This design comes from an exercise in tuning for small area, a short achievable clock period and few clock cycles on the open sky130 flow, not from production work.
The RTL was checked by simulation tests, not by an equivalence proof against the original design.

$ cat design/flow/design.v
module qfu_sintab (
    input  wire [7:0]  u,
    output wire [15:0] slope,
    output wire [15:0] icpt
);
    reg [9:0]  sp;
    reg [14:0] ip;
    wire [5:0] vs = u[6] ? ~u[5:0] : u[5:0];
    always @(*) begin
        case (vs)
            6'd0: sp = 10'd804;
            6'd1: sp = 10'd804;
            6'd2: sp = 10'd803;
            6'd3: sp = 10'd801;
            6'd4: sp = 10'd799;
            6'd5: sp = 10'd797;
            6'd6: sp = 10'd794;
            6'd7: sp = 10'd791;
            6'd8: sp = 10'd787;
            6'd9: sp = 10'd782;
            6'd10: sp = 10'd778;
            6'd11: sp = 10'd772;
            6'd12: sp = 10'd767;
            6'd13: sp = 10'd760;
            6'd14: sp = 10'd754;
            6'd15: sp = 10'd747;
            6'd16: sp = 10'd739;
            6'd17: sp = 10'd731;
            6'd18: sp = 10'd723;
            6'd19: sp = 10'd714;
            6'd20: sp = 10'd705;
            6'd21: sp = 10'd695;
            6'd22: sp = 10'd685;
            6'd23: sp = 10'd674;
            6'd24: sp = 10'd663;
            6'd25: sp = 10'd652;
            6'd26: sp = 10'd640;
            6'd27: sp = 10'd628;
            6'd28: sp = 10'd615;
            6'd29: sp = 10'd602;
            6'd30: sp = 10'd589;
            6'd31: sp = 10'd576;
            6'd32: sp = 10'd562;
            6'd33: sp = 10'd547;
            6'd34: sp = 10'd533;
            6'd35: sp = 10'd518;
            6'd36: sp = 10'd503;
            6'd37: sp = 10'd487;
            6'd38: sp = 10'd471;
            6'd39: sp = 10'd455;
            6'd40: sp = 10'd439;
            6'd41: sp = 10'd422;
            6'd42: sp = 10'd405;
            6'd43: sp = 10'd388;
            6'd44: sp = 10'd370;
            6'd45: sp = 10'd353;
            6'd46: sp = 10'd335;
            6'd47: sp = 10'd317;
            6'd48: sp = 10'd299;
            6'd49: sp = 10'd280;
            6'd50: sp = 10'd262;
            6'd51: sp = 10'd243;
            6'd52: sp = 10'd224;
            6'd53: sp = 10'd205;
            6'd54: sp = 10'd186;
            6'd55: sp = 10'd167;
            6'd56: sp = 10'd147;
            6'd57: sp = 10'd128;
            6'd58: sp = 10'd108;
            6'd59: sp = 10'd89;
            6'd60: sp = 10'd69;
            6'd61: sp = 10'd49;
            6'd62: sp = 10'd30;
            6'd63: sp = 10'd10;
            default: sp = 10'd0;
        endcase
    end
    always @(*) begin
        case (u[6:0])
            7'd0: ip = 15'd0;
            7'd1: ip = 15'd804;
            7'd2: ip = 15'd1608;
            7'd3: ip = 15'd2411;
            7'd4: ip = 15'd3212;
            7'd5: ip = 15'd4011;
            7'd6: ip = 15'd4808;
            7'd7: ip = 15'd5602;
            7'd8: ip = 15'd6393;
            7'd9: ip = 15'd7180;
            7'd10: ip = 15'd7962;
            7'd11: ip = 15'd8740;
            7'd12: ip = 15'd9512;
            7'd13: ip = 15'd10279;
            7'd14: ip = 15'd11040;
            7'd15: ip = 15'd11793;
            7'd16: ip = 15'd12540;
            7'd17: ip = 15'd13279;
            7'd18: ip = 15'd14011;
            7'd19: ip = 15'd14733;
            7'd20: ip = 15'd15447;
            7'd21: ip = 15'd16152;
            7'd22: ip = 15'd16847;
            7'd23: ip = 15'd17531;
            7'd24: ip = 15'd18206;
            7'd25: ip = 15'd18869;
            7'd26: ip = 15'd19521;
            7'd27: ip = 15'd20161;
            7'd28: ip = 15'd20789;
            7'd29: ip = 15'd21404;
            7'd30: ip = 15'd22006;
            7'd31: ip = 15'd22596;
            7'd32: ip = 15'd23171;
            7'd33: ip = 15'd23733;
            7'd34: ip = 15'd24280;
            7'd35: ip = 15'd24813;
            7'd36: ip = 15'd25331;
            7'd37: ip = 15'd25834;
            7'd38: ip = 15'd26321;
            7'd39: ip = 15'd26792;
            7'd40: ip = 15'd27247;
            7'd41: ip = 15'd27685;
            7'd42: ip = 15'd28107;
            7'd43: ip = 15'd28512;
            7'd44: ip = 15'd28900;
            7'd45: ip = 15'd29270;
            7'd46: ip = 15'd29623;
            7'd47: ip = 15'd29958;
            7'd48: ip = 15'd30275;
            7'd49: ip = 15'd30573;
            7'd50: ip = 15'd30854;
            7'd51: ip = 15'd31115;
            7'd52: ip = 15'd31358;
            7'd53: ip = 15'd31582;
            7'd54: ip = 15'd31787;
            7'd55: ip = 15'd31973;
            7'd56: ip = 15'd32140;
            7'd57: ip = 15'd32287;
            7'd58: ip = 15'd32415;
            7'd59: ip = 15'd32523;
            7'd60: ip = 15'd32611;
            7'd61: ip = 15'd32680;
            7'd62: ip = 15'd32730;
            7'd63: ip = 15'd32759;
            7'd64: ip = 15'd32767;
            7'd65: ip = 15'd32759;
            7'd66: ip = 15'd32730;
            7'd67: ip = 15'd32680;
            7'd68: ip = 15'd32611;
            7'd69: ip = 15'd32523;
            7'd70: ip = 15'd32415;
            7'd71: ip = 15'd32287;
            7'd72: ip = 15'd32140;
            7'd73: ip = 15'd31973;
            7'd74: ip = 15'd31787;
            7'd75: ip = 15'd31582;
            7'd76: ip = 15'd31358;
            7'd77: ip = 15'd31115;
            7'd78: ip = 15'd30854;
            7'd79: ip = 15'd30573;
            7'd80: ip = 15'd30275;
            7'd81: ip = 15'd29958;
            7'd82: ip = 15'd29623;
            7'd83: ip = 15'd29270;
            7'd84: ip = 15'd28900;
            7'd85: ip = 15'd28512;
            7'd86: ip = 15'd28107;
            7'd87: ip = 15'd27685;
            7'd88: ip = 15'd27247;
            7'd89: ip = 15'd26792;
            7'd90: ip = 15'd26320;
            7'd91: ip = 15'd25833;
            7'd92: ip = 15'd25331;
            7'd93: ip = 15'd24813;
            7'd94: ip = 15'd24280;
            7'd95: ip = 15'd23733;
            7'd96: ip = 15'd23171;
            7'd97: ip = 15'd22596;
            7'd98: ip = 15'd22006;
            7'd99: ip = 15'd21404;
            7'd100: ip = 15'd20789;
            7'd101: ip = 15'd20161;
            7'd102: ip = 15'd19521;
            7'd103: ip = 15'd18869;
            7'd104: ip = 15'd18206;
            7'd105: ip = 15'd17531;
            7'd106: ip = 15'd16847;
            7'd107: ip = 15'd16152;
            7'd108: ip = 15'd15447;
            7'd109: ip = 15'd14733;
            7'd110: ip = 15'd14011;
            7'd111: ip = 15'd13279;
            7'd112: ip = 15'd12540;
            7'd113: ip = 15'd11793;
            7'd114: ip = 15'd11040;
            7'd115: ip = 15'd10279;
            7'd116: ip = 15'd9512;
            7'd117: ip = 15'd8740;
            7'd118: ip = 15'd7962;
            7'd119: ip = 15'd7180;
            7'd120: ip = 15'd6393;
            7'd121: ip = 15'd5602;
            7'd122: ip = 15'd4808;
            7'd123: ip = 15'd4011;
            7'd124: ip = 15'd3212;
            7'd125: ip = 15'd2411;
            7'd126: ip = 15'd1608;
            7'd127: ip = 15'd804;
            default: ip = 15'd0;
        endcase
    end
    wire sneg = u[7] ^ u[6];
    assign slope = sneg ? (16'd0 - {6'd0, sp}) : {6'd0, sp};
    assign icpt  = (u == 8'd192) ? 16'h8000 : (u[7] ? (16'd0 - {1'b0, ip}) : {1'b0, ip});
endmodule
module qfu (
    input  wire        clk,
    input  wire        rst,           
    input  wire        host_valid,
    input  wire        host_we,
    input  wire [4:0]  host_addr,
    input  wire [31:0] host_wdata,
    output wire        host_ready,
    output reg  [31:0] host_rdata,
    output wire        mem_req,
    output wire        mem_we,
    output wire [15:0] mem_addr,
    output wire [15:0] mem_wdata,
    input  wire        mem_ready,
    input  wire [15:0] mem_rdata
);
    localparam [7:0] OP_LDI      = 8'h01,
                     OP_HI       = 8'h02,
                     OP_LO       = 8'h03,
                     OP_PACK     = 8'h04,
                     OP_CVT_N    = 8'h10,
                     OP_CVT_S    = 8'h11,
                     OP_CVT_1516 = 8'h12,
                     OP_CVT_Q15  = 8'h13,
                     OP_CVT_Q16  = 8'h14,
                     OP_ABS      = 8'h20,
                     OP_M1515    = 8'h21,
                     OP_M1516    = 8'h22,
                     OP_M151616  = 8'h23,
                     OP_M1616    = 8'h24,
                     OP_M3216    = 8'h25,
                     OP_M32U16   = 8'h26,
                     OP_M161616  = 8'h27,
                     OP_M1616U16 = 8'h28,
                     OP_M16161616= 8'h29,
                     OP_VMUL     = 8'h2A,
                     OP_DIV      = 8'h2B,
                     OP_INTERP   = 8'h30,
                     OP_LUT      = 8'h31,
                     OP_SIN      = 8'h40;
    localparam [2:0] S_IDLE = 3'd0,
                     S_EX   = 3'd1,    
                     S_DIV  = 3'd2,
                     S_VRD  = 3'd3,
                     S_VWR  = 3'd4,
                     S_LRD1 = 3'd5,
                     S_LRD2 = 3'd6;
    reg  [2:0]  state;
    reg  [1:0]  ph;
    reg         ill;
    reg  [31:0] cmd;
    reg  [511:0] rf;       
    reg  [16:0] dreg;      
    reg  [31:0] treg;      
    reg  [15:0] rrem;      
    reg  [15:0] cnt;       
    reg  [3:0]  pa, pb;      
    reg         x_dreg, x_hi, x_sgn, x_mem;
    reg         y_dreg, y_lo8, y_sgn, y_lw, y_w;
    reg         z_fin, z_int, z_sin, z_full, z_hi, z_128;
    function [31:0] rf_word(input [511:0] v, input [3:0] a);
        reg [255:0] l1;
        reg [127:0] l2;
        reg [63:0]  l3;
        integer j;
        begin
            for (j = 0; j < 8; j = j + 1)
                l1[j*32 +: 32] = a[0] ? v[(2*j+1)*32 +: 32] : v[(2*j)*32 +: 32];
            for (j = 0; j < 4; j = j + 1)
                l2[j*32 +: 32] = a[1] ? l1[(2*j+1)*32 +: 32] : l1[(2*j)*32 +: 32];
            for (j = 0; j < 2; j = j + 1)
                l3[j*32 +: 32] = a[2] ? l2[(2*j+1)*32 +: 32] : l2[(2*j)*32 +: 32];
            rf_word = a[3] ? l3[63:32] : l3[31:0];
        end
    endfunction
    function legal_cmd(input [31:0] w);
        begin
            case (w[31:24])
                OP_LDI:                                    legal_cmd = (w[19:16] == 4'd0);
                OP_HI, OP_LO,
                OP_CVT_N, OP_CVT_S, OP_CVT_1516,
                OP_CVT_Q15, OP_CVT_Q16, OP_ABS, OP_SIN:    legal_cmd = (w[15:0] == 16'd0);
                OP_PACK,
                OP_M1515, OP_M1516, OP_M151616, OP_M1616,
                OP_M3216, OP_M32U16, OP_M161616,
                OP_M1616U16, OP_M16161616, OP_DIV,
                OP_LUT:                                    legal_cmd = (w[11:0] == 12'd0);
                OP_VMUL, OP_INTERP:                        legal_cmd = (w[7:0] == 8'd0);
                default:                                   legal_cmd = 1'b0;
            endcase
        end
    endfunction
    wire [7:0]  op   = cmd[31:24];
    wire [3:0]  rd   = cmd[23:20];    
    wire [15:0] imm  = cmd[15:0];
    wire op_m23    = (op == OP_M151616);
    wire op_m2x    = (op == OP_M3216) | (op == OP_M32U16) |
                     (op == OP_M161616) | (op == OP_M1616U16);
    wire op_m29    = (op == OP_M16161616);
    wire op_interp = (op == OP_INTERP);
    wire op_sin    = (op == OP_SIN);
    wire op_lut    = (op == OP_LUT);
    wire op_div    = (op == OP_DIV);
    wire op_vmul   = (op == OP_VMUL);
    wire op_fin    = op_interp | op_sin;     
    wire [1:0] ph_last = op_m29 ? 2'd3 :
                         (op_m23 | op_m2x | op_fin) ? 2'd1 : 2'd0;
    wire ex_last  = (state == S_EX) && (ph == ph_last) && !op_div && !op_vmul && !op_lut;
    wire div_last = (state == S_DIV) && (cnt[3:0] == 4'd10);
    wire lut_last = (state == S_LRD2) && mem_ready;          
    wire wb_ff    = ex_last || div_last;                     
    wire wb_now   = wb_ff || lut_last;
    wire free_now = (state == S_IDLE) || wb_now;
    wire busy     = (state != S_IDLE);
    wire [3:0] ha = host_addr[3:0];
    wire h_reg   = !host_addr[4];
    wire h_cmd   = host_addr == 5'd16;
    wire h_free  = host_addr[4] && !(h_cmd && host_we);     
    wire h_rd_ok = free_now && !(wb_now && ha == rd);
    wire h_wr_ok = (state == S_IDLE) || (wb_now && ha == rd) ||
                   (wb_ff && ha != pa && ha != pb);
    wire h_cmd_ok = free_now && !(wb_now && (host_wdata[19:16] == rd || host_wdata[15:12] == rd));
    assign host_ready = h_free ||
                        (h_reg && (host_we ? h_wr_ok : h_rd_ok)) ||
                        (h_cmd && h_cmd_ok);
    wire host_fire   = host_valid && host_ready;
    wire host_reg_wr = host_fire && host_we && h_reg;
    wire host_cmd_wr = host_fire && host_we && h_cmd;
    wire acc_cmd     = host_cmd_wr && legal_cmd(host_wdata);
    wire hold = wb_ff && host_reg_wr && (ha != rd);
    wire [31:0] rd_pa;
    always @(*) begin
        if (h_reg)
            host_rdata = rd_pa;
        else if (host_addr == 5'd17)
            host_rdata = {30'd0, ill, busy};
        else
            host_rdata = 32'd0;
    end
    reg  [31:0] opa;
    reg  [15:0] opb;
    wire [31:0] xa = opa;
    wire [15:0] xb = opb;
    wire [16:0] mx = x_mem  ? {mem_rdata[15], mem_rdata} :
                     x_dreg ? dreg :
                     x_hi   ? {1'b0, xa[31:16]} :
                              {x_sgn & xa[15], xa[15:0]};
    wire [8:0]  lut_w1 = 9'd256 - {1'b0, xb[7:0]};           
    wire [16:0] my = y_dreg ? dreg :
                     y_lw   ? {8'd0, lut_w1} :
                     y_w    ? {9'd0, xb[7:0]} :
                     y_lo8  ? {1'b0, xb[7:0], 8'd0} :
                              {y_sgn & xb[15], xb};
    wire [31:0] mz = z_fin  ? {(z_int ? xa[15:0] : treg[15:0]), (z_sin ? 16'h0000 : 16'h8000)} :
                     z_full ? treg :
                     z_hi   ? {16'd0, treg[31:16]} :
                     z_128  ? 32'd128 : 32'd0;
    wire [31:0] mp;
    qfu_mul u_mul (.mx(mx), .my(my), .mz(mz), .mp(mp));
    wire [15:0] cvt_q16 = (xa[31:16] == 16'h0000) ? xa[15:0] :
                          (xa[31] ? 16'h0000 : 16'hFFFF);
    wire [15:0] abs_r   = (xa[15:0] == 16'h8000) ? 16'h7FFF :
                          (xa[15] ? (16'd0 - xa[15:0]) : xa[15:0]);
    reg [15:0] dv_r1, dv_r2, dv_r3;
    reg [31:0] dv_t1, dv_t2, dv_t3;
    function [47:0] dv_step(input [15:0] r, input [31:0] t, input [15:0] d);
        reg [16:0] sh;
        reg [17:0] diff;
        begin
            sh      = {r, t[31]};
            diff    = {1'b0, sh} - {2'b00, d};
            dv_step = {(diff[17] ? sh[15:0] : diff[15:0]), t[30:0], !diff[17]};
        end
    endfunction
    always @(*) begin
        {dv_r1, dv_t1} = dv_step(rrem,  treg,  dreg[15:0]);
        {dv_r2, dv_t2} = dv_step(dv_r1, dv_t1, dreg[15:0]);
        {dv_r3, dv_t3} = dv_step(dv_r2, dv_t2, dreg[15:0]);
    end
    wire [31:0] dv_q = dv_t3;                        
    wire dv_small = (xa[15:0] < xb);
    reg [31:0] ex_res;
    always @(*) begin
        case (op)
            OP_LDI:       ex_res = {16'd0, imm};
            OP_HI:        ex_res = {16'd0, xa[31:16]};
            OP_LO:        ex_res = {16'd0, xa[15:0]};
            OP_PACK:      ex_res = {xa[15:0], xb};
            OP_CVT_N:     ex_res = {16'd0, xa[14:0], 1'b0};
            OP_CVT_S:     ex_res = xa[15] ? 32'd0 : {16'd0, xa[14:0], 1'b0};
            OP_CVT_1516:  ex_res = {16'd0, xa[15:0]};
            OP_CVT_Q15:   ex_res = {17'd0, xa[15:1]};
            OP_CVT_Q16:   ex_res = {16'd0, cvt_q16};
            OP_ABS:       ex_res = {16'd0, abs_r};
            OP_M1515:     ex_res = {16'd0, mp[30:15]};
            OP_M151616:   ex_res = {16'd0, mp[15:0]};
            OP_M3216,
            OP_M161616:   ex_res = mp;
            OP_M32U16,
            OP_M1616U16,
            OP_M16161616: ex_res = {mp[15:0], treg[15:0]};
            OP_DIV:       ex_res = dv_q;
            OP_LUT:       ex_res = {16'd0, mp[23:8]};
            default:      ex_res = {16'd0, mp[31:16]};    
        endcase
    end
    wire [7:0]  sin_u = xa[15:8] & {8{op_sin}};
    wire [15:0] sin_slope, sin_icpt;
    qfu_sintab u_rom (.u(sin_u), .slope(sin_slope), .icpt(sin_icpt));
    wire        lut_rd = (state == S_LRD1) || (state == S_LRD2);
    wire        lut_ph = (state == S_LRD2);
    wire [15:0] m_off  = lut_rd ? 16'd0 : op_lut ? {8'd0, xb[15:8]} : cnt;
    wire [15:0] m_base = (state == S_VRD) ? treg[15:0] :    
                         lut_rd           ? dreg[15:0] :    
                                            xa[15:0];       
    assign mem_addr  = m_base + m_off + {15'd0, lut_ph};
    assign mem_req   = (state == S_EX && ph == 2'd0 && (op_lut | op_vmul)) ||
                       state == S_VRD || state == S_VWR ||
                       state == S_LRD1 || state == S_LRD2;
    assign mem_we    = (state == S_VWR);
    assign mem_wdata = treg[31:16];
    wire        rf_we = host_reg_wr || wb_now;
    wire [3:0]  rf_wa = host_reg_wr ? ha : rd;
    wire [31:0] rf_wd = host_reg_wr ? host_wdata : ex_res;
    genvar gw;
    generate
        for (gw = 0; gw < 16; gw = gw + 1) begin : g_rf
            always @(posedge clk) begin
                if (rf_we && rf_wa == gw)
                    rf[gw*32 +: 32] <= rf_wd;
            end
        end
    endgenerate
    reg [2:0] state_n;
    reg [1:0] ph_n;
    always @(*) begin
        state_n = state;
        ph_n    = ph;
        if (!hold) begin
            if (free_now)
                state_n = S_IDLE;
            case (state)
                S_EX: begin
                    ph_n = ph + 2'd1;
                    if (op_div)
                        state_n = S_DIV;
                    if (op_lut && ph == 2'd0)
                        state_n = mem_ready ? S_LRD2 : S_LRD1;
                    if (op_vmul)
                        state_n = mem_ready ? S_VWR : S_VRD;
                end
                S_LRD1: if (mem_ready) state_n = S_LRD2;
                S_VRD:  if (mem_ready) state_n = S_VWR;
                S_VWR:  if (mem_ready) state_n = (cnt + 16'd1 == xb) ? S_IDLE : S_VRD;
                default: ;
            endcase
            if (acc_cmd) begin
                state_n = S_EX;
                ph_n    = 2'd0;
            end
        end
    end
    wire [3:0] ra = cmd[19:16];
    wire [3:0] rb = cmd[15:12];
    wire [3:0] rc = cmd[11:8];
    wire [1:0] ph1 = ph + 2'd1;
    reg  [3:0] pa_cont, pb_cont;
    always @(*) begin
        pa_cont = ra;
        pb_cont = rb;
        if (wb_ff) begin
            pa_cont = pa;
            pb_cont = pb;
        end else if ((state == S_EX && op_vmul) || state == S_VRD || state == S_VWR) begin
            pa_cont = rd;
            pb_cont = rc;
        end else if (state == S_EX) begin
            if (op_m23) begin
                pa_cont = rb;
                pb_cont = ra;
            end
            if (op_m29 && ph1[1]) begin
                pa_cont = rb;
                pb_cont = ra;
            end
            if (op_interp)
                pb_cont = rc;
            if (op_sin)
                pb_cont = ra;
        end
    end
    wire        new_cmd = h_cmd && host_we && free_now;    
    wire        pa_host = h_reg && !host_we && ((state == S_IDLE) || wb_ff || lut_ph);
    wire [3:0]  pa_op   = new_cmd ? host_wdata[19:16] : pa_cont;
    wire [3:0]  pb_op   = new_cmd ? host_wdata[15:12] : pb_cont;
    assign      rd_pa   = rf_word(rf, pa_host ? ha : pa_op);
    wire [31:0] rd_pb   = rf_word(rf, pb_op);
    wire [31:0] cmd_n = acc_cmd ? host_wdata : cmd;
    wire [7:0]  op_n  = cmd_n[31:24];
    wire n_m23    = (op_n == OP_M151616);
    wire n_m2x    = (op_n == OP_M3216) | (op_n == OP_M32U16) |
                    (op_n == OP_M161616) | (op_n == OP_M1616U16);
    wire n_m29    = (op_n == OP_M16161616);
    wire n_interp = (op_n == OP_INTERP);
    wire n_sin    = (op_n == OP_SIN);
    wire n_lut    = (op_n == OP_LUT);
    wire n_fin    = n_interp | n_sin;
    wire n_lrd    = n_lut && (state_n == S_EX || state_n == S_LRD1);    
    wire n_lrd2   = n_lut && (state_n == S_LRD2);                       
    wire n_vmul   = (op_n == OP_VMUL);
    wire n_vrd    = n_vmul && (state_n == S_EX || state_n == S_VRD);    
    always @(posedge clk) begin
        if (rst) begin
            state <= S_IDLE;
            ill   <= 1'b0;
        end else begin
            state <= state_n;
            if (host_cmd_wr && !legal_cmd(host_wdata))
                ill <= 1'b1;
        end
        ph <= ph_n;
        if (acc_cmd)
            cmd <= host_wdata;
        pa  <= pa_op;
        pb  <= pb_op;
        opa <= rd_pa;
        opb <= rd_pb[15:0];
        x_mem  <= n_vrd || n_lrd || n_lrd2;
        x_dreg <= n_fin;
        x_hi   <= ((n_m2x || n_m23) && ph_n == 2'd1) || (n_m29 && ph_n != 2'd0);
        x_sgn  <= (op_n == OP_M1515) || (op_n == OP_M1516) || (n_m23 && ph_n == 2'd0);
        y_dreg <= (n_m29 && ph_n == 2'd3) || (n_vmul && state_n == S_VRD);
        y_lo8  <= n_sin;
        y_lw   <= n_lrd;
        y_w    <= n_lrd2;
        y_sgn  <= (op_n == OP_M1515) || (n_m23 && ph_n == 2'd1);
        z_fin  <= n_fin;
        z_int  <= n_interp;
        z_sin  <= n_sin;
        z_full <= (n_m29 && ph_n == 2'd2) || n_lrd2;
        z_128  <= n_lrd;
        z_hi   <= (n_m23 || n_m2x || n_m29) && ph_n != 2'd0;
        if (!hold) begin
            case (state)
                S_EX: begin
                    treg <= mp;
                    if (op_m29 && ph == 2'd1)
                        dreg <= {1'b0, xa[31:16]};
                    if (op_interp)
                        dreg <= {xb[15], xb} - {xa[15], xa[15:0]};
                    if (op_sin) begin
                        dreg       <= {sin_slope[15], sin_slope};
                        treg[15:0] <= sin_icpt;
                    end
                    if (op_lut)
                        dreg <= {1'b0, mem_addr};
                    if (op_div) begin
                        treg    <= dv_small ? {xa[1:0], 30'd0} : {1'b0, xa[15:0], 15'd0};
                        rrem    <= dv_small ? {2'b00, xa[15:2]} : 16'd0;
                        cnt     <= dv_small ? 16'd5 : 16'd0;
                        dreg  <= {1'b0, xb};
                    end
                    if (op_vmul) begin
                        treg[15:0]  <= xa[15:0];
                        dreg        <= {1'b0, xb};
                        treg[31:16] <= mp[31:16];
                    end
                end
                S_DIV: begin
                    treg <= dv_t3;
                    rrem <= dv_r3;
                    cnt  <= cnt + 16'd1;
                end
                S_LRD1: if (mem_ready) treg <= mp;      
                S_VRD:  if (mem_ready) treg[31:16] <= mp[31:16];
                S_VWR:  if (mem_ready) cnt <= cnt + 16'd1;
                default: ;
            endcase
        end
        if (acc_cmd)
            cnt <= 16'd0;
    end
endmodule
module qfu_mul (
    input  wire [16:0] mx,
    input  wire [16:0] my,
    input  wire [31:0] mz,
    output wire [31:0] mp
);
    wire [18:0] ye = {my[16], my, 1'b0};
    wire [18:0] xe = {mx[16], mx, 1'b0};
    wire b0_n = ye[2];
    wire b0_1 = ye[1] ^ ye[0];
    wire b0_2 = (ye[2] & ~ye[1] & ~ye[0]) | (~ye[2] & ye[1] & ye[0]);
    wire [17:0] pp0;
    genvar g0;
    generate for (g0 = 0; g0 <= 17; g0 = g0 + 1) begin : gpp0
        assign pp0[g0] = ((b0_1 & xe[g0+1]) | (b0_2 & xe[g0])) ^ b0_n;
    end endgenerate
    wire b1_n = ye[4];
    wire b1_1 = ye[3] ^ ye[2];
    wire b1_2 = (ye[4] & ~ye[3] & ~ye[2]) | (~ye[4] & ye[3] & ye[2]);
    wire [17:0] pp1;
    genvar g1;
    generate for (g1 = 0; g1 <= 17; g1 = g1 + 1) begin : gpp1
        assign pp1[g1] = ((b1_1 & xe[g1+1]) | (b1_2 & xe[g1])) ^ b1_n;
    end endgenerate
    wire b2_n = ye[6];
    wire b2_1 = ye[5] ^ ye[4];
    wire b2_2 = (ye[6] & ~ye[5] & ~ye[4]) | (~ye[6] & ye[5] & ye[4]);
    wire [17:0] pp2;
    genvar g2;
    generate for (g2 = 0; g2 <= 17; g2 = g2 + 1) begin : gpp2
        assign pp2[g2] = ((b2_1 & xe[g2+1]) | (b2_2 & xe[g2])) ^ b2_n;
    end endgenerate
    wire b3_n = ye[8];
    wire b3_1 = ye[7] ^ ye[6];
    wire b3_2 = (ye[8] & ~ye[7] & ~ye[6]) | (~ye[8] & ye[7] & ye[6]);
    wire [17:0] pp3;
    genvar g3;
    generate for (g3 = 0; g3 <= 17; g3 = g3 + 1) begin : gpp3
        assign pp3[g3] = ((b3_1 & xe[g3+1]) | (b3_2 & xe[g3])) ^ b3_n;
    end endgenerate
    wire b4_n = ye[10];
    wire b4_1 = ye[9] ^ ye[8];
    wire b4_2 = (ye[10] & ~ye[9] & ~ye[8]) | (~ye[10] & ye[9] & ye[8]);
    wire [17:0] pp4;
    genvar g4;
    generate for (g4 = 0; g4 <= 17; g4 = g4 + 1) begin : gpp4
        assign pp4[g4] = ((b4_1 & xe[g4+1]) | (b4_2 & xe[g4])) ^ b4_n;
    end endgenerate
    wire b5_n = ye[12];
    wire b5_1 = ye[11] ^ ye[10];
    wire b5_2 = (ye[12] & ~ye[11] & ~ye[10]) | (~ye[12] & ye[11] & ye[10]);
    wire [17:0] pp5;
    genvar g5;
    generate for (g5 = 0; g5 <= 17; g5 = g5 + 1) begin : gpp5
        assign pp5[g5] = ((b5_1 & xe[g5+1]) | (b5_2 & xe[g5])) ^ b5_n;
    end endgenerate
    wire b6_n = ye[14];
    wire b6_1 = ye[13] ^ ye[12];
    wire b6_2 = (ye[14] & ~ye[13] & ~ye[12]) | (~ye[14] & ye[13] & ye[12]);
    wire [17:0] pp6;
    genvar g6;
    generate for (g6 = 0; g6 <= 17; g6 = g6 + 1) begin : gpp6
        assign pp6[g6] = ((b6_1 & xe[g6+1]) | (b6_2 & xe[g6])) ^ b6_n;
    end endgenerate
    wire b7_n = ye[16];
    wire b7_1 = ye[15] ^ ye[14];
    wire b7_2 = (ye[16] & ~ye[15] & ~ye[14]) | (~ye[16] & ye[15] & ye[14]);
    wire [17:0] pp7;
    genvar g7;
    generate for (g7 = 0; g7 <= 17; g7 = g7 + 1) begin : gpp7
        assign pp7[g7] = ((b7_1 & xe[g7+1]) | (b7_2 & xe[g7])) ^ b7_n;
    end endgenerate
    wire b8_n = ye[18];
    wire b8_1 = ye[17] ^ ye[16];
    wire b8_2 = (ye[18] & ~ye[17] & ~ye[16]) | (~ye[18] & ye[17] & ye[16]);
    wire [17:0] pp8;
    genvar g8;
    generate for (g8 = 0; g8 <= 17; g8 = g8 + 1) begin : gpp8
        assign pp8[g8] = ((b8_1 & xe[g8+1]) | (b8_2 & xe[g8])) ^ b8_n;
    end endgenerate
    wire t1 = pp0[14] ^ pp1[12];
    wire t2 = pp0[14] & pp1[12];
    wire t3 = pp0[15] ^ pp1[13];
    wire t4 = pp0[15] & pp1[13];
    wire t5 = pp0[16] ^ pp1[14] ^ pp2[12];
    wire t6 = (pp0[16] & pp1[14]) | (pp0[16] & pp2[12]) | (pp1[14] & pp2[12]);
    wire t7 = pp3[10] ^ pp4[8];
    wire t8 = pp3[10] & pp4[8];
    wire t9 = ~pp0[17] ^ pp1[15] ^ pp2[13];
    wire t10 = (~pp0[17] & pp1[15]) | (~pp0[17] & pp2[13]) | (pp1[15] & pp2[13]);
    wire t11 = pp3[11] ^ pp4[9] ^ pp5[7];
    wire t12 = (pp3[11] & pp4[9]) | (pp3[11] & pp5[7]) | (pp4[9] & pp5[7]);
    wire t13 = pp1[16] ^ pp2[14] ^ pp3[12];
    wire t14 = (pp1[16] & pp2[14]) | (pp1[16] & pp3[12]) | (pp2[14] & pp3[12]);
    wire t15 = pp4[10] ^ pp5[8];
    wire t16 = pp4[10] & pp5[8];
    wire t17 = ~pp1[17] ^ pp2[15] ^ pp3[13];
    wire t18 = (~pp1[17] & pp2[15]) | (~pp1[17] & pp3[13]) | (pp2[15] & pp3[13]);
    wire t19 = pp2[16] ^ pp3[14];
    wire t20 = pp2[16] & pp3[14];
    wire t21 = pp0[8] ^ pp1[6];
    wire t22 = pp0[8] & pp1[6];
    wire t23 = pp0[9] ^ pp1[7];
    wire t24 = pp0[9] & pp1[7];
    wire t25 = pp0[10] ^ pp1[8] ^ pp2[6];
    wire t26 = (pp0[10] & pp1[8]) | (pp0[10] & pp2[6]) | (pp1[8] & pp2[6]);
    wire t27 = pp3[4] ^ pp4[2];
    wire t28 = pp3[4] & pp4[2];
    wire t29 = pp0[11] ^ pp1[9] ^ pp2[7];
    wire t30 = (pp0[11] & pp1[9]) | (pp0[11] & pp2[7]) | (pp1[9] & pp2[7]);
    wire t31 = pp3[5] ^ pp4[3];
    wire t32 = pp3[5] & pp4[3];
    wire t33 = pp0[12] ^ pp1[10] ^ pp2[8];
    wire t34 = (pp0[12] & pp1[10]) | (pp0[12] & pp2[8]) | (pp1[10] & pp2[8]);
    wire t35 = pp3[6] ^ pp4[4] ^ pp5[2];
    wire t36 = (pp3[6] & pp4[4]) | (pp3[6] & pp5[2]) | (pp4[4] & pp5[2]);
    wire t37 = pp6[0] ^ b6_n;
    wire t38 = pp6[0] & b6_n;
    wire t39 = pp0[13] ^ pp1[11] ^ pp2[9];
    wire t40 = (pp0[13] & pp1[11]) | (pp0[13] & pp2[9]) | (pp1[11] & pp2[9]);
    wire t41 = pp3[7] ^ pp4[5] ^ pp5[3];
    wire t42 = (pp3[7] & pp4[5]) | (pp3[7] & pp5[3]) | (pp4[5] & pp5[3]);
    wire t43 = pp6[1] ^ mz[13];
    wire t44 = pp6[1] & mz[13];
    wire t45 = pp2[10] ^ pp3[8] ^ pp4[6];
    wire t46 = (pp2[10] & pp3[8]) | (pp2[10] & pp4[6]) | (pp3[8] & pp4[6]);
    wire t47 = pp5[4] ^ pp6[2] ^ pp7[0];
    wire t48 = (pp5[4] & pp6[2]) | (pp5[4] & pp7[0]) | (pp6[2] & pp7[0]);
    wire t49 = b7_n ^ mz[14] ^ t1;
    wire t50 = (b7_n & mz[14]) | (b7_n & t1) | (mz[14] & t1);
    wire t51 = pp2[11] ^ pp3[9] ^ pp4[7];
    wire t52 = (pp2[11] & pp3[9]) | (pp2[11] & pp4[7]) | (pp3[9] & pp4[7]);
    wire t53 = pp5[5] ^ pp6[3] ^ pp7[1];
    wire t54 = (pp5[5] & pp6[3]) | (pp5[5] & pp7[1]) | (pp6[3] & pp7[1]);
    wire t55 = mz[15] ^ t2 ^ t3;
    wire t56 = (mz[15] & t2) | (mz[15] & t3) | (t2 & t3);
    wire t57 = pp5[6] ^ pp6[4] ^ pp7[2];
    wire t58 = (pp5[6] & pp6[4]) | (pp5[6] & pp7[2]) | (pp6[4] & pp7[2]);
    wire t59 = pp8[0] ^ b8_n ^ mz[16];
    wire t60 = (pp8[0] & b8_n) | (pp8[0] & mz[16]) | (b8_n & mz[16]);
    wire t61 = t4 ^ t5 ^ t7;
    wire t62 = (t4 & t5) | (t4 & t7) | (t5 & t7);
    wire t63 = pp6[5] ^ pp7[3] ^ pp8[1];
    wire t64 = (pp6[5] & pp7[3]) | (pp6[5] & pp8[1]) | (pp7[3] & pp8[1]);
    wire t65 = mz[17] ^ 1'b1 ^ t6;
    wire t66 = (mz[17] & 1'b1) | (mz[17] & t6) | (1'b1 & t6);
    wire t67 = t8 ^ t9 ^ t11;
    wire t68 = (t8 & t9) | (t8 & t11) | (t9 & t11);
    wire t69 = pp6[6] ^ pp7[4] ^ pp8[2];
    wire t70 = (pp6[6] & pp7[4]) | (pp6[6] & pp8[2]) | (pp7[4] & pp8[2]);
    wire t71 = mz[18] ^ 1'b1 ^ t10;
    wire t72 = (mz[18] & 1'b1) | (mz[18] & t10) | (1'b1 & t10);
    wire t73 = t12 ^ t13 ^ t15;
    wire t74 = (t12 & t13) | (t12 & t15) | (t13 & t15);
    wire t75 = pp4[11] ^ pp5[9] ^ pp6[7];
    wire t76 = (pp4[11] & pp5[9]) | (pp4[11] & pp6[7]) | (pp5[9] & pp6[7]);
    wire t77 = pp7[5] ^ pp8[3] ^ mz[19];
    wire t78 = (pp7[5] & pp8[3]) | (pp7[5] & mz[19]) | (pp8[3] & mz[19]);
    wire t79 = t14 ^ t16 ^ t17;
    wire t80 = (t14 & t16) | (t14 & t17) | (t16 & t17);
    wire t81 = pp4[12] ^ pp5[10] ^ pp6[8];
    wire t82 = (pp4[12] & pp5[10]) | (pp4[12] & pp6[8]) | (pp5[10] & pp6[8]);
    wire t83 = pp7[6] ^ pp8[4] ^ mz[20];
    wire t84 = (pp7[6] & pp8[4]) | (pp7[6] & mz[20]) | (pp8[4] & mz[20]);
    wire t85 = 1'b1 ^ t18 ^ t19;
    wire t86 = (1'b1 & t18) | (1'b1 & t19) | (t18 & t19);
    wire t87 = ~pp2[17] ^ pp3[15] ^ pp4[13];
    wire t88 = (~pp2[17] & pp3[15]) | (~pp2[17] & pp4[13]) | (pp3[15] & pp4[13]);
    wire t89 = pp5[11] ^ pp6[9] ^ pp7[7];
    wire t90 = (pp5[11] & pp6[9]) | (pp5[11] & pp7[7]) | (pp6[9] & pp7[7]);
    wire t91 = pp8[5] ^ mz[21] ^ t20;
    wire t92 = (pp8[5] & mz[21]) | (pp8[5] & t20) | (mz[21] & t20);
    wire t93 = pp3[16] ^ pp4[14] ^ pp5[12];
    wire t94 = (pp3[16] & pp4[14]) | (pp3[16] & pp5[12]) | (pp4[14] & pp5[12]);
    wire t95 = pp6[10] ^ pp7[8] ^ pp8[6];
    wire t96 = (pp6[10] & pp7[8]) | (pp6[10] & pp8[6]) | (pp7[8] & pp8[6]);
    wire t97 = mz[22] ^ 1'b1;
    wire t98 = mz[22] & 1'b1;
    wire t99 = ~pp3[17] ^ pp4[15] ^ pp5[13];
    wire t100 = (~pp3[17] & pp4[15]) | (~pp3[17] & pp5[13]) | (pp4[15] & pp5[13]);
    wire t101 = pp6[11] ^ pp7[9] ^ pp8[7];
    wire t102 = (pp6[11] & pp7[9]) | (pp6[11] & pp8[7]) | (pp7[9] & pp8[7]);
    wire t103 = pp4[16] ^ pp5[14] ^ pp6[12];
    wire t104 = (pp4[16] & pp5[14]) | (pp4[16] & pp6[12]) | (pp5[14] & pp6[12]);
    wire t105 = pp7[10] ^ pp8[8];
    wire t106 = pp7[10] & pp8[8];
    wire t107 = ~pp4[17] ^ pp5[15] ^ pp6[13];
    wire t108 = (~pp4[17] & pp5[15]) | (~pp4[17] & pp6[13]) | (pp5[15] & pp6[13]);
    wire t109 = pp5[16] ^ pp6[14];
    wire t110 = pp5[16] & pp6[14];
    wire t111 = pp0[4] ^ pp1[2];
    wire t112 = pp0[4] & pp1[2];
    wire t113 = pp0[5] ^ pp1[3];
    wire t114 = pp0[5] & pp1[3];
    wire t115 = pp0[6] ^ pp1[4] ^ pp2[2];
    wire t116 = (pp0[6] & pp1[4]) | (pp0[6] & pp2[2]) | (pp1[4] & pp2[2]);
    wire t117 = pp3[0] ^ b3_n;
    wire t118 = pp3[0] & b3_n;
    wire t119 = pp0[7] ^ pp1[5] ^ pp2[3];
    wire t120 = (pp0[7] & pp1[5]) | (pp0[7] & pp2[3]) | (pp1[5] & pp2[3]);
    wire t121 = pp3[1] ^ mz[7];
    wire t122 = pp3[1] & mz[7];
    wire t123 = pp2[4] ^ pp3[2] ^ pp4[0];
    wire t124 = (pp2[4] & pp3[2]) | (pp2[4] & pp4[0]) | (pp3[2] & pp4[0]);
    wire t125 = b4_n ^ mz[8] ^ t21;
    wire t126 = (b4_n & mz[8]) | (b4_n & t21) | (mz[8] & t21);
    wire t127 = pp2[5] ^ pp3[3] ^ pp4[1];
    wire t128 = (pp2[5] & pp3[3]) | (pp2[5] & pp4[1]) | (pp3[3] & pp4[1]);
    wire t129 = mz[9] ^ t22 ^ t23;
    wire t130 = (mz[9] & t22) | (mz[9] & t23) | (t22 & t23);
    wire t131 = pp5[0] ^ b5_n ^ mz[10];
    wire t132 = (pp5[0] & b5_n) | (pp5[0] & mz[10]) | (b5_n & mz[10]);
    wire t133 = t24 ^ t25 ^ t27;
    wire t134 = (t24 & t25) | (t24 & t27) | (t25 & t27);
    wire t135 = pp5[1] ^ mz[11] ^ t26;
    wire t136 = (pp5[1] & mz[11]) | (pp5[1] & t26) | (mz[11] & t26);
    wire t137 = t28 ^ t29 ^ t31;
    wire t138 = (t28 & t29) | (t28 & t31) | (t29 & t31);
    wire t139 = mz[12] ^ t30 ^ t32;
    wire t140 = (mz[12] & t30) | (mz[12] & t32) | (t30 & t32);
    wire t141 = t33 ^ t35 ^ t37;
    wire t142 = (t33 & t35) | (t33 & t37) | (t35 & t37);
    wire t143 = t34 ^ t36 ^ t38;
    wire t144 = (t34 & t36) | (t34 & t38) | (t36 & t38);
    wire t145 = t39 ^ t41 ^ t43;
    wire t146 = (t39 & t41) | (t39 & t43) | (t41 & t43);
    wire t147 = t40 ^ t42 ^ t44;
    wire t148 = (t40 & t42) | (t40 & t44) | (t42 & t44);
    wire t149 = t45 ^ t47 ^ t49;
    wire t150 = (t45 & t47) | (t45 & t49) | (t47 & t49);
    wire t151 = t46 ^ t48 ^ t50;
    wire t152 = (t46 & t48) | (t46 & t50) | (t48 & t50);
    wire t153 = t51 ^ t53 ^ t55;
    wire t154 = (t51 & t53) | (t51 & t55) | (t53 & t55);
    wire t155 = t52 ^ t54 ^ t56;
    wire t156 = (t52 & t54) | (t52 & t56) | (t54 & t56);
    wire t157 = t57 ^ t59 ^ t61;
    wire t158 = (t57 & t59) | (t57 & t61) | (t59 & t61);
    wire t159 = t58 ^ t60 ^ t62;
    wire t160 = (t58 & t60) | (t58 & t62) | (t60 & t62);
    wire t161 = t63 ^ t65 ^ t67;
    wire t162 = (t63 & t65) | (t63 & t67) | (t65 & t67);
    wire t163 = t64 ^ t66 ^ t68;
    wire t164 = (t64 & t66) | (t64 & t68) | (t66 & t68);
    wire t165 = t69 ^ t71 ^ t73;
    wire t166 = (t69 & t71) | (t69 & t73) | (t71 & t73);
    wire t167 = t70 ^ t72 ^ t74;
    wire t168 = (t70 & t72) | (t70 & t74) | (t72 & t74);
    wire t169 = t75 ^ t77 ^ t79;
    wire t170 = (t75 & t77) | (t75 & t79) | (t77 & t79);
    wire t171 = t76 ^ t78 ^ t80;
    wire t172 = (t76 & t78) | (t76 & t80) | (t78 & t80);
    wire t173 = t81 ^ t83 ^ t85;
    wire t174 = (t81 & t83) | (t81 & t85) | (t83 & t85);
    wire t175 = t82 ^ t84 ^ t86;
    wire t176 = (t82 & t84) | (t82 & t86) | (t84 & t86);
    wire t177 = t87 ^ t89 ^ t91;
    wire t178 = (t87 & t89) | (t87 & t91) | (t89 & t91);
    wire t179 = t88 ^ t90 ^ t92;
    wire t180 = (t88 & t90) | (t88 & t92) | (t90 & t92);
    wire t181 = t93 ^ t95 ^ t97;
    wire t182 = (t93 & t95) | (t93 & t97) | (t95 & t97);
    wire t183 = mz[23] ^ t94 ^ t96;
    wire t184 = (mz[23] & t94) | (mz[23] & t96) | (t94 & t96);
    wire t185 = t98 ^ t99 ^ t101;
    wire t186 = (t98 & t99) | (t98 & t101) | (t99 & t101);
    wire t187 = mz[24] ^ 1'b1 ^ t100;
    wire t188 = (mz[24] & 1'b1) | (mz[24] & t100) | (1'b1 & t100);
    wire t189 = t102 ^ t103 ^ t105;
    wire t190 = (t102 & t103) | (t102 & t105) | (t103 & t105);
    wire t191 = pp7[11] ^ pp8[9] ^ mz[25];
    wire t192 = (pp7[11] & pp8[9]) | (pp7[11] & mz[25]) | (pp8[9] & mz[25]);
    wire t193 = t104 ^ t106 ^ t107;
    wire t194 = (t104 & t106) | (t104 & t107) | (t106 & t107);
    wire t195 = pp7[12] ^ pp8[10] ^ mz[26];
    wire t196 = (pp7[12] & pp8[10]) | (pp7[12] & mz[26]) | (pp8[10] & mz[26]);
    wire t197 = 1'b1 ^ t108 ^ t109;
    wire t198 = (1'b1 & t108) | (1'b1 & t109) | (t108 & t109);
    wire t199 = ~pp5[17] ^ pp6[15] ^ pp7[13];
    wire t200 = (~pp5[17] & pp6[15]) | (~pp5[17] & pp7[13]) | (pp6[15] & pp7[13]);
    wire t201 = pp8[11] ^ mz[27] ^ t110;
    wire t202 = (pp8[11] & mz[27]) | (pp8[11] & t110) | (mz[27] & t110);
    wire t203 = pp6[16] ^ pp7[14] ^ pp8[12];
    wire t204 = (pp6[16] & pp7[14]) | (pp6[16] & pp8[12]) | (pp7[14] & pp8[12]);
    wire t205 = mz[28] ^ 1'b1;
    wire t206 = mz[28] & 1'b1;
    wire t207 = ~pp6[17] ^ pp7[15] ^ pp8[13];
    wire t208 = (~pp6[17] & pp7[15]) | (~pp6[17] & pp8[13]) | (pp7[15] & pp8[13]);
    wire t209 = pp7[16] ^ pp8[14];
    wire t210 = pp7[16] & pp8[14];
    wire t211 = pp0[2] ^ pp1[0];
    wire t212 = pp0[2] & pp1[0];
    wire t213 = pp0[3] ^ pp1[1];
    wire t214 = pp0[3] & pp1[1];
    wire t215 = pp2[0] ^ b2_n ^ mz[4];
    wire t216 = (pp2[0] & b2_n) | (pp2[0] & mz[4]) | (b2_n & mz[4]);
    wire t217 = pp2[1] ^ mz[5] ^ t112;
    wire t218 = (pp2[1] & mz[5]) | (pp2[1] & t112) | (mz[5] & t112);
    wire t219 = mz[6] ^ t114 ^ t115;
    wire t220 = (mz[6] & t114) | (mz[6] & t115) | (t114 & t115);
    wire t221 = t116 ^ t118 ^ t119;
    wire t222 = (t116 & t118) | (t116 & t119) | (t118 & t119);
    wire t223 = t120 ^ t122 ^ t123;
    wire t224 = (t120 & t122) | (t120 & t123) | (t122 & t123);
    wire t225 = t124 ^ t126 ^ t127;
    wire t226 = (t124 & t126) | (t124 & t127) | (t126 & t127);
    wire t227 = t128 ^ t130 ^ t131;
    wire t228 = (t128 & t130) | (t128 & t131) | (t130 & t131);
    wire t229 = t132 ^ t134 ^ t135;
    wire t230 = (t132 & t134) | (t132 & t135) | (t134 & t135);
    wire t231 = t136 ^ t138 ^ t139;
    wire t232 = (t136 & t138) | (t136 & t139) | (t138 & t139);
    wire t233 = t140 ^ t142 ^ t143;
    wire t234 = (t140 & t142) | (t140 & t143) | (t142 & t143);
    wire t235 = t144 ^ t146 ^ t147;
    wire t236 = (t144 & t146) | (t144 & t147) | (t146 & t147);
    wire t237 = t148 ^ t150 ^ t151;
    wire t238 = (t148 & t150) | (t148 & t151) | (t150 & t151);
    wire t239 = t152 ^ t154 ^ t155;
    wire t240 = (t152 & t154) | (t152 & t155) | (t154 & t155);
    wire t241 = t156 ^ t158 ^ t159;
    wire t242 = (t156 & t158) | (t156 & t159) | (t158 & t159);
    wire t243 = t160 ^ t162 ^ t163;
    wire t244 = (t160 & t162) | (t160 & t163) | (t162 & t163);
    wire t245 = t164 ^ t166 ^ t167;
    wire t246 = (t164 & t166) | (t164 & t167) | (t166 & t167);
    wire t247 = t168 ^ t170 ^ t171;
    wire t248 = (t168 & t170) | (t168 & t171) | (t170 & t171);
    wire t249 = t172 ^ t174 ^ t175;
    wire t250 = (t172 & t174) | (t172 & t175) | (t174 & t175);
    wire t251 = t176 ^ t178 ^ t179;
    wire t252 = (t176 & t178) | (t176 & t179) | (t178 & t179);
    wire t253 = t180 ^ t182 ^ t183;
    wire t254 = (t180 & t182) | (t180 & t183) | (t182 & t183);
    wire t255 = t184 ^ t186 ^ t187;
    wire t256 = (t184 & t186) | (t184 & t187) | (t186 & t187);
    wire t257 = t188 ^ t190 ^ t191;
    wire t258 = (t188 & t190) | (t188 & t191) | (t190 & t191);
    wire t259 = t192 ^ t194 ^ t195;
    wire t260 = (t192 & t194) | (t192 & t195) | (t194 & t195);
    wire t261 = t196 ^ t198 ^ t199;
    wire t262 = (t196 & t198) | (t196 & t199) | (t198 & t199);
    wire t263 = t200 ^ t202 ^ t203;
    wire t264 = (t200 & t202) | (t200 & t203) | (t202 & t203);
    wire t265 = mz[29] ^ t204 ^ t206;
    wire t266 = (mz[29] & t204) | (mz[29] & t206) | (t204 & t206);
    wire t267 = mz[30] ^ 1'b1 ^ t208;
    wire t268 = (mz[30] & 1'b1) | (mz[30] & t208) | (1'b1 & t208);
    wire t269 = ~pp7[17] ^ pp8[15] ^ mz[31];
    wire t270 = (~pp7[17] & pp8[15]) | (~pp7[17] & mz[31]) | (pp8[15] & mz[31]);
    wire t271 = pp0[0] ^ b0_n;
    wire t272 = pp0[0] & b0_n;
    wire t273 = pp0[1] ^ mz[1];
    wire t274 = pp0[1] & mz[1];
    wire t275 = b1_n ^ mz[2] ^ t211;
    wire t276 = (b1_n & mz[2]) | (b1_n & t211) | (mz[2] & t211);
    wire t277 = mz[3] ^ t212 ^ t213;
    wire t278 = (mz[3] & t212) | (mz[3] & t213) | (t212 & t213);
    wire t279 = t111 ^ t214 ^ t215;
    wire t280 = (t111 & t214) | (t111 & t215) | (t214 & t215);
    wire t281 = t113 ^ t216 ^ t217;
    wire t282 = (t113 & t216) | (t113 & t217) | (t216 & t217);
    wire t283 = t117 ^ t218 ^ t219;
    wire t284 = (t117 & t218) | (t117 & t219) | (t218 & t219);
    wire t285 = t121 ^ t220 ^ t221;
    wire t286 = (t121 & t220) | (t121 & t221) | (t220 & t221);
    wire t287 = t125 ^ t222 ^ t223;
    wire t288 = (t125 & t222) | (t125 & t223) | (t222 & t223);
    wire t289 = t129 ^ t224 ^ t225;
    wire t290 = (t129 & t224) | (t129 & t225) | (t224 & t225);
    wire t291 = t133 ^ t226 ^ t227;
    wire t292 = (t133 & t226) | (t133 & t227) | (t226 & t227);
    wire t293 = t137 ^ t228 ^ t229;
    wire t294 = (t137 & t228) | (t137 & t229) | (t228 & t229);
    wire t295 = t141 ^ t230 ^ t231;
    wire t296 = (t141 & t230) | (t141 & t231) | (t230 & t231);
    wire t297 = t145 ^ t232 ^ t233;
    wire t298 = (t145 & t232) | (t145 & t233) | (t232 & t233);
    wire t299 = t149 ^ t234 ^ t235;
    wire t300 = (t149 & t234) | (t149 & t235) | (t234 & t235);
    wire t301 = t153 ^ t236 ^ t237;
    wire t302 = (t153 & t236) | (t153 & t237) | (t236 & t237);
    wire t303 = t157 ^ t238 ^ t239;
    wire t304 = (t157 & t238) | (t157 & t239) | (t238 & t239);
    wire t305 = t161 ^ t240 ^ t241;
    wire t306 = (t161 & t240) | (t161 & t241) | (t240 & t241);
    wire t307 = t165 ^ t242 ^ t243;
    wire t308 = (t165 & t242) | (t165 & t243) | (t242 & t243);
    wire t309 = t169 ^ t244 ^ t245;
    wire t310 = (t169 & t244) | (t169 & t245) | (t244 & t245);
    wire t311 = t173 ^ t246 ^ t247;
    wire t312 = (t173 & t246) | (t173 & t247) | (t246 & t247);
    wire t313 = t177 ^ t248 ^ t249;
    wire t314 = (t177 & t248) | (t177 & t249) | (t248 & t249);
    wire t315 = t181 ^ t250 ^ t251;
    wire t316 = (t181 & t250) | (t181 & t251) | (t250 & t251);
    wire t317 = t185 ^ t252 ^ t253;
    wire t318 = (t185 & t252) | (t185 & t253) | (t252 & t253);
    wire t319 = t189 ^ t254 ^ t255;
    wire t320 = (t189 & t254) | (t189 & t255) | (t254 & t255);
    wire t321 = t193 ^ t256 ^ t257;
    wire t322 = (t193 & t256) | (t193 & t257) | (t256 & t257);
    wire t323 = t197 ^ t258 ^ t259;
    wire t324 = (t197 & t258) | (t197 & t259) | (t258 & t259);
    wire t325 = t201 ^ t260 ^ t261;
    wire t326 = (t201 & t260) | (t201 & t261) | (t260 & t261);
    wire t327 = t205 ^ t262 ^ t263;
    wire t328 = (t205 & t262) | (t205 & t263) | (t262 & t263);
    wire t329 = t207 ^ t264 ^ t265;
    wire t330 = (t207 & t264) | (t207 & t265) | (t264 & t265);
    wire t331 = t209 ^ t266 ^ t267;
    wire t332 = (t209 & t266) | (t209 & t267) | (t266 & t267);
    wire t333 = t210 ^ t268 ^ t269;
    wire t334 = (t210 & t268) | (t210 & t269) | (t268 & t269);
    wire [31:0] ra = {t332, t330, t328, t326, t324, t322, t320, t318, t316, t314, t312, t310, t308, t306, t304, t302, t300, t298, t296, t294, t292, t290, t288, t286, t284, t282, t280, t278, t276, t274, t272, mz[0]};
    wire [31:0] rb = {t333, t331, t329, t327, t325, t323, t321, t319, t317, t315, t313, t311, t309, t307, t305, t303, t301, t299, t297, t295, t293, t291, t289, t287, t285, t283, t281, t279, t277, t275, t273, t271};
    assign mp = ra + rb;
endmodule
$ cat design/flow/run.sh
#!/bin/bash
# synth_recipe.tcl (not shown) runs the flow's synth.tcl, then flattens the netlist and writes it again
# the make line also repeats each setting of config.mk as NAME=value (left out here)
make -C /OpenROAD-flow-scripts/flow DESIGN_CONFIG=/design/flow/config.mk WORK_HOME=/design/flow/orfs CLKGATE_MAP_FILE= SYNTH_SCRIPT=/design/flow/synth_recipe.tcl finish
$ cat design/flow/config.mk
export PLATFORM = sky130hd
export DESIGN_NAME = qfu
export DESIGN_NICKNAME = qfu
export VERILOG_FILES = /design/flow/design.v
export SDC_FILE = /design/flow/constraint.sdc
export NUM_CORES = 4
export LEC_CHECK = 0
export ABC_AREA = 1
export CAP_MARGIN = 20
export CORE_MARGIN = 2
export CORE_UTILIZATION = 50
export PLACE_DENSITY = 0.65
export SETUP_SLACK_MARGIN = 5
export SLEW_MARGIN = 20
export SYNTH_MEMORY_MAX_BITS = 8192
$ cat design/flow/constraint.sdc
create_clock -name core_clock -period 14.0 [get_ports {clk}]
set_input_delay 2.8000 -clock core_clock [delete_from_list [all_inputs] [get_ports {clk}]]
set_output_delay 2.8000 -clock core_clock [all_outputs]
set_load 0.01 [all_outputs]
==> summary.txt, run 1 <==
- Status: complete, no violations
- Xor/xnor share of the synthesized area: 0.0439
- Vert. Die Dim: 333 um
- Beginning of the critical path: host_addr[3]
- Area growth from synthesis to layout: 12.6%
- Root Buffer: clkbuf_16
- Crit-path cells: dlygate4sd2_1 > nor2_1 > inv_2 > nor4_4 > inv_2 > nor2_4 > nand2_4 > o211ai_4 > nand2_8 > buf_4 > clkbuf_16 > nand2_1 > o211ai_1 > nand3_1 > nand3_1 > a21oi_1 > clkdlybuf4s50_1
- Share of layout cells above drive strength 1: 0.0899
- Core footprint: 107000 sq um
- Fin crit period: 8.97 ns
- Largest delay contributor family on the critical path: buffers and inverters
- Most frequent cells in the layout: nand2_1 (1754), inv_1 (773), edfxtp_1 (601), nand3_1 (565), o21ai_0 (355)
- Slowest cell on the critical path: clkdlybuf4s50_1
- Buffers on Ports: 124
- Syn_nets: 7275
- CP bufs+invs: 6
- Max FO, Critical Path: 30
- First drt pass iteration count: 9
- Final hold vios: 0
- Die X: 333 um
- Adder-Cell Fraction of Synth Area: 0.0941
- Worst hold path startpoint: ill
- Nets: 7318
- TritonCTS clock tree: done
- Clock tree sinks: 699
- #FFs+latches synth: 699
- YS warnings: 2
- Overflow after GRT: 0
- Post-synthesis simple-gate area fraction: 0.228
- Rel. slew slack: 0.156
- Mapped cell area: 54100 sq um
- Mean routed wirelength per cell: 27.8 um
- CP peak stage delay: 0.58 ns
- GPL Wtd Cong: 1.07
- WS Path Type: in -> out
- DRC: 0
- Syn Inst Count: 6894
- I/O Pins: 125
- Crit path required time: 11.20 ns
- Syn Area/Cell: 7.84 sq um
- Slew @ Worst Pin: 1.26 ns
- Vias per inst: 6.30
- Die ar.: 111000 sq um
- Final Cycle Share: 0.641
- Initial antenna violation count: 12
- Post-synth EDFFs: 601
- Post-synth cell types: 75
- Total number of vias: 53100
- Row cnt: 120
- Synth Area in Compound Gates: 0.169
- Vias in the first global route: 48400
- Final Non-Filler Cells: 8420
- Final-report max-slew violation count: 0
- Clock skew: 0.0529 ns
- Dominant synthesized flop cell: edfxtp_1
- Crit path arrival time: 6.17 ns
- Clock transition at path regs: 0.06 ns
- Mux share of post-synthesis cell area: 0.000185
- Placed insts: 8179
- Initial DRC count: 7786
- Final setup vio count: 0
- Seq/Total Area, Yosys: 0.370
- R2r startpoint: opb[0]
- Setup TNS: 0 ns
- DPL Wire Length: 161000 um
- Largest family of logic cells by synthesized area: simple AND/OR/NAND/NOR gates
- Most common cell after layout, fill and taps aside: nand2_1
- Max Clk Rate: 0.112 GHz
- Post-layout util: 0.568
- Unrepaired setup endpoints after global routing: true
- Final antenna-violating net count: 0
- Max-Cap Viols: 0
- Worst min path class: reg -> reg
- Tot GR Track Use: 0.407
- Global-route wire length before repair: 333000 um
- Startpoint types: input pin
- Clock Latency Late Sink: 0.70 ns
- Ys async rst share: 0
- Drt total wl: 234000 um
- Clock Path Buffers: 3
- Effective utilization at floorplan: 0.504
- Largest net degree at the start of global routing: 138
- CTS Buf Count: 81
- Worst Setup End Kind: primary output
- H-tree depth: 3
Yosys cell counts (6+ instances only):
master / n / area, sq um
buf_2: 119 / 596
a221oi_1: 12 / 105
xnor2_1: 56 / 490
clkinv_1: 18 / 67.6
nor2_1: 302 / 1130
inv_2: 45 / 169
buf_4: 40 / 300
ha_1: 184 / 2300
a32oi_1: 12 / 105
o31ai_1: 6 / 45.0
o32ai_1: 6 / 52.6
o2111ai_1: 19 / 166
o21bai_1: 18 / 135
inv_1: 783 / 2940
xor2_1: 210 / 1840
or2_2: 45 / 282
buf_6: 23 / 259
a31oi_1: 22 / 138
o21ai_2: 16 / 140
nand2_2: 20 / 125
or2_1: 13 / 81.3
nor2_2: 13 / 81.3
nor4_1: 15 / 93.8
o221ai_1: 34 / 298
fa_1: 139 / 2780
o22ai_1: 190 / 1190
dfxtp_1: 98 / 1960
nand3_1: 565 / 2830
a22oi_1: 27 / 203
a21oi_1: 303 / 1520
nor3_1: 54 / 270
clkbuf_1: 181 / 679
o21ai_1: 54 / 270
buf_1: 18 / 67.6
o21a_1: 18 / 135
o21ai_0: 374 / 1870
a211oi_1: 9 / 67.6
nand3b_1: 11 / 82.6
edfxtp_1: 601 / 18000
nand3_2: 6 / 60.1
o211ai_1: 318 / 2390
nand2_1: 1783 / 6690
or2_0: 15 / 93.8
nand4_1: 33 / 206
worst paths after layout:
| check | to | slack (ns) | cells past startpoint |
|---|---|---|---|
| worst max register to register | rf[368] | 5.23 | 31 |
| worst min register to register | ill | 0.48 | 1 |
| worst min-delay path | ill | 0.48 | 1 |
| worst max-delay path | host_rdata[3] | 5.03 | 17 |
flip-flops by register name (all words and copies together), names as in the netlist, 2 cells and up:
name / cells
state: 3
rrem: 16
cmd: 32
rf: 512
pa: 4
opa: 32
ph: 2
treg: 32
cnt: 16
pb: 4
opb: 16
dreg: 17
metal layers:
layer	routed length (um)	vias up	global-route usage
li1	-	23600	-
met1	91300	25200	0.548
met2	101000	3651	0.607
met3	28200	689	0.0967
met4	14000	6	0.216
met5	98	-	0
through the flow:
step | hold WS, ns | instance area [sq um] | worst slack [ns]
floorplan | 0.458 | 54100 | 5.18
global placement | 0.464 | 56400 | 3.30
detailed placement | 0.469 | 56400 | 3.22
CTS | 0.482 | 59800 | 5.01
global route | 0.490 | 60800 | 4.93
finish | 0.482 | 60800 | 5.03
logic make-up (layout without fill, tap and decap cells):
logic type                 count (synthesis)  count (layout)
AOI/OAI and AO/OA                       1472            1472
xor gates and xnor gates                 268             268
adders and majority gates                323             323
buffers and inverters                   1229            1334
DFF                                      699             699
muxes                                      1               1
other                                      0              12
and+or+nand+nor                         2902            2908
timing repair:
item	in CTS	in global routing
hold endpoints to repair	0	0
pin swaps	7	16
resized for setup	105	104
setup buffers	14	44
cloned	11	9
hold buffers	0	0
endpoints found under the setup margin	459	573
final cells by class:
type,count,area [sq um]
clock inverters,48,482
clock buffers,103,2190
well taps,1403,1760
fillers,9970,46400
flip-flops and latches,699,20000
repair inverters,2,27.5
repair buffers,334,3390
inverters,847,3250
multi-input cells,4972,29700
diodes,12,30.0
Testbench counts, summed over its fixed seeds: cycles 10,962.
==> inputs of run 2 (changes only) <==
--- a/design/flow/config.mk
+++ b/design/flow/config.mk
@@ -9,6 +9,7 @@
 export CAP_MARGIN = 20
 export CORE_MARGIN = 2
 export CORE_UTILIZATION = 50
+export CTS_BUF_LIST = sky130_fd_sc_hd__clkbuf_8
 export PLACE_DENSITY = 0.65
 export SETUP_SLACK_MARGIN = 5
 export SLEW_MARGIN = 20
==> run 2 against run 1 <==
Net effect: still clean on timing, DRC and antenna; register-to-register slack improved by 0.15 ns; via count is essentially flat; sequential share of layout area grew 0.34 points; maximum frequency is essentially flat; hold slack worse by 0.0019 ns; critical path depth fell by 1; die area unchanged; critical path type unchanged; critical endpoint is now host_rdata[20]; largest cell class unchanged.
==> summary.txt, run 2 <==
- Syn Inst Count: 6894
- Vias per inst: 6.27
- Clock transition at path regs: 0.06 ns
- Worst hold path depth: 1
- Final instance area: 60200 sq um
- Synth Area in Compound Gates: 0.169
- Adder-Cell Fraction of Synth Area: 0.0941
- Post-synth top cells: nand2_1 (1783), inv_1 (783), edfxtp_1 (601)
- Largest family of logic cells by synthesized area: simple AND/OR/NAND/NOR gates
- Most frequent cells in the layout: nand2_1 (1758), inv_1 (816), edfxtp_1 (601), nand3_1 (565), o21ai_0 (354)
- R2R depth: 29
- Final antenna-violating net count: 0
- Xor/xnor share of the synthesized area: 0.0439
- Mean routed wirelength per cell: 27.6 um
- Hold WS: 0.480 ns
- Setup TNS: 0 ns
- Die ar.: 111000 sq um
- Critical Path Sink: host_rdata[20]
- Root Buffer: clkbuf_8
- Overflow after GRT: 0
- Seq/Total Area, Yosys: 0.370
- Fin crit period: 8.97 ns
- Vert. Die Dim: 333 um
- #FFs+latches synth: 699
- Worst Setup End Kind: primary output
- Dpl ws: 3.22 ns
- Post-synth EDFFs: 601
- Initial antenna violation count: 10
- Syn Area/Cell: 7.84 sq um
- R2r endpoint: rf[401]
- Worst hold path startpoint: ill
- Clock skew: 0.0845 ns
- Crit path arrival time: 6.17 ns
- Top reg by flops: rf
- Hold buffers post-CTS: 0
- Synth area leaders: edfxtp_1 (33%), nand2_1 (12%), inv_1 (5.4%)
- Post-layout util: 0.562
- Cell taking the most area after synthesis: edfxtp_1
- TritonCTS clock tree: done
- Fin worst setup slack: 5.03 ns
- Vias in the first global route: 48700
- Final setup vio count: 0
- Tot GR Track Use: 0.406
- Final Cycle Share: 0.641
- Unrepaired setup endpoints after global routing: true
- Drt total wl: 233000 um
- Buffers on Ports: 124
- Initial DRC count: 7911
- Final Non-Filler Cells: 8464
- Die X: 333 um
- Ys async rst share: 0
- Status: complete, no violations
- I/O Pins: 125
- Area growth from synthesis to layout: 11.4%
- WS Path Type: in -> out
- Max FO, Critical Path: 52
- Worst min path class: reg -> reg
- Max-Cap Viols: 0
- Mapped cell area: 54100 sq um
- Core footprint: 107000 sq um
- Final-report max-slew violation count: 0
- Post-synthesis simple-gate area fraction: 0.228
- Placed cell area: 56400 sq um
- Max reg flops: 512
- Nets: 7335
- Beginning of the critical path: host_addr[3]
- Syn_nets: 7275
- First drt pass iteration count: 8
- R2r startpoint: opb[0]
- GPL Wtd Cong: 1.07
- Clock tree sinks: 699
- R2r setup slk: 5.38 ns
- Row cnt: 120
- Clock Path Buffers: 3
- Largest net degree at the start of global routing: 138
- YS warnings: 2
- DPL Wire Length: 161000 um
- Crit path required time: 11.20 ns
- Total number of vias: 53100
- Post-synth cell types: 75
- Placed insts: 8179
- Startpoint types: input pin
- Share of layout cells above drive strength 1: 0.0899
- H-tree depth: 3
- Mux share of post-synthesis cell area: 0.000185
- Final hold vios: 0
- Effective utilization at floorplan: 0.504
- Global-route wire length before repair: 332000 um
- Synth top area share: 0.334
- Slew @ Worst Pin: 1.40 ns
- DRC: 0
- Max Clk Rate: 0.111 GHz
- Rel. slew slack: 0.0595
- CTS Buf Count: 117
- Dominant synthesized flop cell: edfxtp_1
- Most common cell after layout, fill and taps aside: nand2_1
- Clock Latency Late Sink: 0.86 ns
- Top-count cell post-synth: nand2_1
run 2: final cells by class:
type / instances / area (sq um)
fill: 10100 / 47000
clock buffer: 132 / 1820
tap: 1403 / 1760
inverter: 847 / 3250
multi-input combinational: 4972 / 29700
clock inverter: 85 / 522
sequential: 699 / 20000
timing repair buffer: 316 / 3180
antenna: 9 / 22.5
timing repair inverter: 1 / 16.3
run 2: how the worst min path moves through the flow:
stage                     end  slack, ns
after global routing      ill       0.49
after detailed placement  ill       0.47
after floorplan           ill       0.46
final                     ill       0.48
after CTS                 ill       0.48
after global placement    ill       0.46
run 2: worst max-delay path, stage by stage:
cell             delay, ns
dlygate4sd2_1         0.34
nor2_1                0.17
inv_2                 0.07
nor4_4                0.25
inv_2                 0.09
nor2_4                0.13
nand2_4               0.14
o21ai_4               0.25
nand2_4               0.17
nand2_8               0.24
buf_16                0.30
o211ai_1              0.13
nand3_1               0.11
nand3_1               0.15
a21oi_1               0.24
clkdlybuf4s50_1       0.56
run 2: routing by layer:
metal / vias up / wire [um] / GRT usage
li1: 23600 / - / -
met1: 25300 / 90600 / 0.546
met2: 3503 / 101000 / 0.606
met3: 684 / 28100 / 0.0956
met4: 0 / 13700 / 0.215
met5: - / 0 / 0
run 2: kinds of logic (layout without fill, tap and decap cells):
logic type | after synthesis | in the layout
buf+inv | 1229 | 1381
mux | 1 | 1
fa+ha+maj | 323 | 323
flops | 699 | 699
compound gates | 1472 | 1472
simple gates | 2902 | 2908
other cells | 0 | 9
xor+xnor | 268 | 268
run 2: repair_timing:
item | 4_1_cts | 5_1_grt
gates resized for setup | 92 | 99
endpoints found under the setup margin | 450 | 574
gates cloned | 10 | 8
pin swaps | 8 | 10
setup buffers | 11 | 30

-- what the ideal ports hide --
Ports are ideal in the flow. The routed layouts listed here were re-timed in OpenROAD.
Step 1: set_driving_cell puts a clkbuf_16 on clk and a buf_2 on each other input, an assumption about the parent block.
Step 2 times the ports against the registers' clock, not the clock port: input delays grow and output delays shrink by t, the midpoint of the rising clock arrivals with the driver on.
Slacks: no drivers / after step 1 / after step 2; pairs: no drivers / after step 1.
run | t, ns | setup WS [ns] | clock arrival spread, ns
run 1 | 0.752 | 5.032 / 4.965 / 4.358 | 0.056 / 0.057
run 2 | 0.889 | 5.029 / 4.964 / 4.279 | 0.085 / 0.085
After both steps every run listed still meets setup and hold. The setup slack of run 2, which loses most, moves by -0.065 ns with the drivers and by -0.750 ns with both steps.
